Source: an optimization exercise on an open RTL-to-GDS flow (aim: small area, a short achievable clock period and few clock cycles per item). Production flows keep margins and buffers that such runs may drop. Function was checked by simulation only, so behaviour that the tests miss may differ from the original. Power figures rest on the tool's default switching activity, not on a simulated workload.

==> v35 <==
==> flow/design.v (excerpt) <==
module pmbus_codec (
    input  wire        clk,
    input  wire        rst,
    input  wire        req_valid,
    output wire        req_ready,
    input  wire [2:0]  req_op,
    input  wire [15:0] req_raw,
    input  wire        req_cmd_ext,
    input  wire        ctx_cat_bitmap,
    input  wire        ctx_cat_voutrel,
    input  wire        ctx_slot_resolved,
    input  wire [2:0]  ctx_qfmt,
    input  wire        ctx_coef_valid,
    input  wire [15:0] ctx_coef_m,
    input  wire [15:0] ctx_coef_b,
    input  wire [7:0]  ctx_coef_r,
    input  wire        vout_valid,
    input  wire [7:0]  vout_mode,
    output reg         resp_valid,
    output reg  [3:0]  resp_status,
    output reg         resp_wr_result,
    output reg  [4:0]  resp_result,
    output reg         resp_wr_value,
    output reg  [1:0]  resp_kind,
    output wire [63:0] resp_value
);
    localparam [2:0] OP_CLASSIFY = 3'd0,
                     OP_DECODE   = 3'd1,
                     OP_LINEAR11 = 3'd2,
                     OP_DIRECT   = 3'd3,
                     OP_VOUT     = 3'd4,
                     OP_BITMAP   = 3'd5;
    localparam [3:0] ST_OK          = 4'd0,
                     ST_NOT_IMPL    = 4'd4,
                     ST_ILLEGAL_OP  = 4'd7;
    localparam [4:0] C_BITMAP  = 5'd0,
                     C_VOUTREL = 5'd1,
                     C_LINEAR  = 5'd2,
                     C_UINT16  = 5'd3,
                     C_DIRECT  = 5'd4,
                     C_UINT8   = 5'd5,
                     C_VID     = 5'd6,
                     C_MFR     = 5'd7,
                     C_UNKNOWN = 5'd8;
    localparam [1:0] K_RAW  = 2'd0,
  ...
export LEC_CHECK = 0
export CAP_MARGIN = 20
export CORE_MARGIN = 2
export CORE_UTILIZATION = 40
export PLACE_DENSITY = 0.6
export SLEW_MARGIN = 20
export SYNTH_HIERARCHICAL = 1
export SYNTH_MINIMUM_KEEP_SIZE = 1000
create_clock -name core_clock -period 24.0 [get_ports {clk}]
run.sh (not shown) runs the stock make flow with config.mk's settings and CLKGATE_MAP_FILE= SYNTH_SCRIPT=/design/flow/synth_recipe.tcl, a recipe that flattens the netlist after the stock synthesis.
==> v29 (differences from v35) <==
--- a/flow/design.v
+++ b/flow/design.v
@@ -88,10 +88,66 @@
     wire        c1;
     pc_add #(.W(18)) u_s (.a(t), .b(~{2'b00, d}), .ci(1'b1), .s(s1), .co(c1));
     assign q[0] = c1;
     assign rn   = c1 ? s1[15:0] : t[15:0];
 endmodule
+module pc_fsub (
+    input  wire [52:0] xm,
+    input  wire        xs,
+    input  wire [10:0] xe,
+    input  wire [15:0] bm,
+    input  wire        bs,
+    input  wire [3:0]  be,
+    input  wire        bsel,
+    input  wire [5:0]  sh,
+    output reg  [52:0] ym,
+    output wire        yr,
+    output wire [10:0] ye,
+    output wire        ys,
+    output wire        yneg
+);
+    wire [56:0] xF = {1'b0, xm, 3'b000};
+    wire [56:0] bF = {1'b0, bm, 40'd0};
+    wire [56:0] bigF = bsel ? bF : xF;
+    wire [56:0] smlI = bsel ? xF : bF;
+    reg  [56:0] sv;
+    reg         sst;
+    always @(*) begin
+        sv  = smlI;
+        sst = 1'b0;
+        if (sh[0]) begin sst = sst | sv[0];        sv = sv >> 1;  end
+        if (sh[1]) begin sst = sst | (|sv[1:0]);   sv = sv >> 2;  end
+        if (sh[2]) begin sst = sst | (|sv[3:0]);   sv = sv >> 4;  end
+        if (sh[3]) begin sst = sst | (|sv[7:0]);   sv = sv >> 8;  end
+        if (sh[4]) begin sst = sst | (|sv[15:0]);  sv = sv >> 16; end
+        if (sh[5]) begin sst = sst | (|sv[31:0]);  sv = sv >> 32; end
+    end
+    wire [56:0] smlF   = {sv[56:1], sv[0] | sst};
+    wire        effsub = ~(xs ^ bs);
+    wire [56:0] sum;
+    wire        sum_co;
+    pc_add #(.W(57)) u_sum (.a(bigF), .b(smlF ^ {57{effsub}}), .ci(effsub), .s(sum), .co(sum_co));
+    assign yneg = effsub & sum[56];
+    reg         g, st;
+    reg  [1:0]  ec;            
+    always @(*) begin
+        if (yneg) begin
+            ym = sum[55:3]; g = 1'b0; st = 1'b0; ec = 2'd0;
+        end else if (sum[56]) begin
+            ym = sum[56:4]; g = sum[3]; st = |sum[2:0]; ec = 2'd1;
+        end else if (sum[55]) begin
+            ym = sum[55:3]; g = sum[2]; st = |sum[1:0]; ec = 2'd0;
+        end else begin
+            ym = sum[54:2]; g = sum[1]; st = sum[0];    ec = 2'd2;
+        end
+    end
+    assign yr = g & (st | ym[0]);
+    wire [10:0] ebig = bsel ? (11'd1023 + {7'd0, be}) : xe;
+    assign ye = (ec == 2'd1) ? ebig + 11'd1 :
+                (ec == 2'd2) ? ebig - 11'd1 : ebig;
+    assign ys = bsel ? ~bs : xs;
+endmodule
 module pmbus_codec (
     input  wire        clk,
     input  wire        rst,
     input  wire        req_valid,
     output wire        req_ready,
@@ -518,53 +574,16 @@
             dx_add = {10'd0, &Z[52:0]};      
         dx_n = DX + dx_add;
     end
     wire [10:0] dx_abs = dx_n[10] ? (11'd0 - dx_n) : dx_n;
     wire [5:0]  sh_n   = (dx_abs[10:6] != 5'd0) ? 6'd63 : dx_abs[5:0];
-    reg  [52:0] sb_m;
+    wire [52:0] sb_m;
     wire        sb_r, sb_sg, sneg;
     wire [10:0] sb_e;
-    wire [56:0] fs_xF = {1'b0, Z[52:0], 3'b000};
-    wire [56:0] fs_bF = {1'b0, Bn, 40'd0};
-    wire [56:0] fs_bigF = BSEL ? fs_bF : fs_xF;
-    wire [56:0] fs_smlI = BSEL ? fs_xF : fs_bF;
-    reg  [56:0] fs_sv;
-    reg         fs_sst;
-    always @(*) begin
-        fs_sv  = fs_smlI;
-        fs_sst = 1'b0;
-        if (SH[0]) begin fs_sst = fs_sst | fs_sv[0];        fs_sv = fs_sv >> 1;  end
-        if (SH[1]) begin fs_sst = fs_sst | (|fs_sv[1:0]);   fs_sv = fs_sv >> 2;  end
-        if (SH[2]) begin fs_sst = fs_sst | (|fs_sv[3:0]);   fs_sv = fs_sv >> 4;  end
-        if (SH[3]) begin fs_sst = fs_sst | (|fs_sv[7:0]);   fs_sv = fs_sv >> 8;  end
-        if (SH[4]) begin fs_sst = fs_sst | (|fs_sv[15:0]);  fs_sv = fs_sv >> 16; end
-        if (SH[5]) begin fs_sst = fs_sst | (|fs_sv[31:0]);  fs_sv = fs_sv >> 32; end
-    end
-    wire [56:0] fs_smlF   = {fs_sv[56:1], fs_sv[0] | fs_sst};
-    wire        fs_effsub = ~(S ^ sb);
-    wire [56:0] fs_sum;
-    wire        fs_sum_co;
-    pc_add #(.W(57)) fs_u_sum (.a(fs_bigF), .b(fs_smlF ^ {57{fs_effsub}}), .ci(fs_effsub), .s(fs_sum), .co(fs_sum_co));
-    assign sneg = fs_effsub & fs_sum[56];
-    reg         fs_g, fs_st;
-    reg  [1:0]  fs_ec;            
-    always @(*) begin
-        if (sneg) begin
-            sb_m = fs_sum[55:3]; fs_g = 1'b0; fs_st = 1'b0; fs_ec = 2'd0;
-        end else if (fs_sum[56]) begin
-            sb_m = fs_sum[56:4]; fs_g = fs_sum[3]; fs_st = |fs_sum[2:0]; fs_ec = 2'd1;
-        end else if (fs_sum[55]) begin
-            sb_m = fs_sum[55:3]; fs_g = fs_sum[2]; fs_st = |fs_sum[1:0]; fs_ec = 2'd0;
-        end else begin
-            sb_m = fs_sum[54:2]; fs_g = fs_sum[1]; fs_st = fs_sum[0];    fs_ec = 2'd2;
-        end
-    end
-    assign sb_r = fs_g & (fs_st | sb_m[0]);
-    wire [10:0] fs_ebig = BSEL ? (11'd1023 + {7'd0, eb}) : E;
-    assign sb_e = (fs_ec == 2'd1) ? fs_ebig + 11'd1 :
-                (fs_ec == 2'd2) ? fs_ebig - 11'd1 : fs_ebig;
-    assign sb_sg = BSEL ? ~sb : S;
+    pc_fsub u_fsub (.xm(Z[52:0]), .xs(S), .xe(E), .bm(Bn), .bs(sb), .be(eb),
+                    .bsel(BSEL), .sh(SH), .ym(sb_m), .yr(sb_r), .ye(sb_e),
+                    .ys(sb_sg), .yneg(sneg));
     wire        q_a   = Z[54];
     wire [52:0] ys = {R[14:0], Z[55:18]};
     reg  [52:0] inc_in;
     reg         inc_c;
     always @(*) begin
==> comparison table <==
	v35	v29
Stages on worst setup path	32	37
Portion of the post-synthesis area used by sequential elements	16.6%	16.5%
Result of the run	complete, no violations	complete, no violations
Crit path buffers/inverters	3	4
Die Height	352 microns	353 microns
Portion of total power attributed to sequential cells	12.0%	11.7%
Detailed-route wire length per cell	26.3 microns	28.3 microns
Layout clock buffer count	45	55
Count of cell types in the netlist	127	135
Post-Synth Adder-Cell Area	12.2%	12.1%
Maximum fanout count along the critical path	13	23
Overall routed net length	206000 microns	225000 microns
Final core area utilization	43.6%	43.5%
Critical path data required time	24330 ps	24350 ps
Worst hold-check slack	549 ps	528 ps
Switch share	54.3%	55.1%
Final weighted congestion in routability-driven placement	1.04	1.07
Cell Pwr Density	106 nW/um^2	110 nW/um^2
Vias per std cell	6.51	6.59
Yosys warning count	11	12
Testbench counts of v35, summed over its fixed seeds: cycles 16,101, items 2,400.
Testbench counts of v29, summed over its fixed seeds: cycles 16,101, items 2,400.

[separate check: timing with driven ports]
How much do the figures lean on ideal ports? The routed layouts below were timed once more, with nothing changed but the port constraints.
Step 1, drivers: a clkbuf_16 drives clk and a buf_2 each remaining input, both assumed.
Step 2, shift: input delay + t, output delay - t, t = (earliest + latest rising clock arrival at the registers) / 2. This alone moves slack from input paths to output paths.
Slacks: no drivers / after step 1 / after step 2; pairs: no drivers / after step 1.
| run | shift t [ns] | slack for setup (ns) | slew at the worst register clock pin (ns) | worst data-port slew with drivers (ns) |
|---|---|---|---|---|
| v35 | 0.645 | 13.512 / 13.512 / 13.512 | 0.07 / 0.07 | 0.06 |
| v29 | 0.683 | 13.112 / 13.112 / 13.112 | 0.07 / 0.07 | 0.08 |
After both steps every run listed still meets setup and hold.
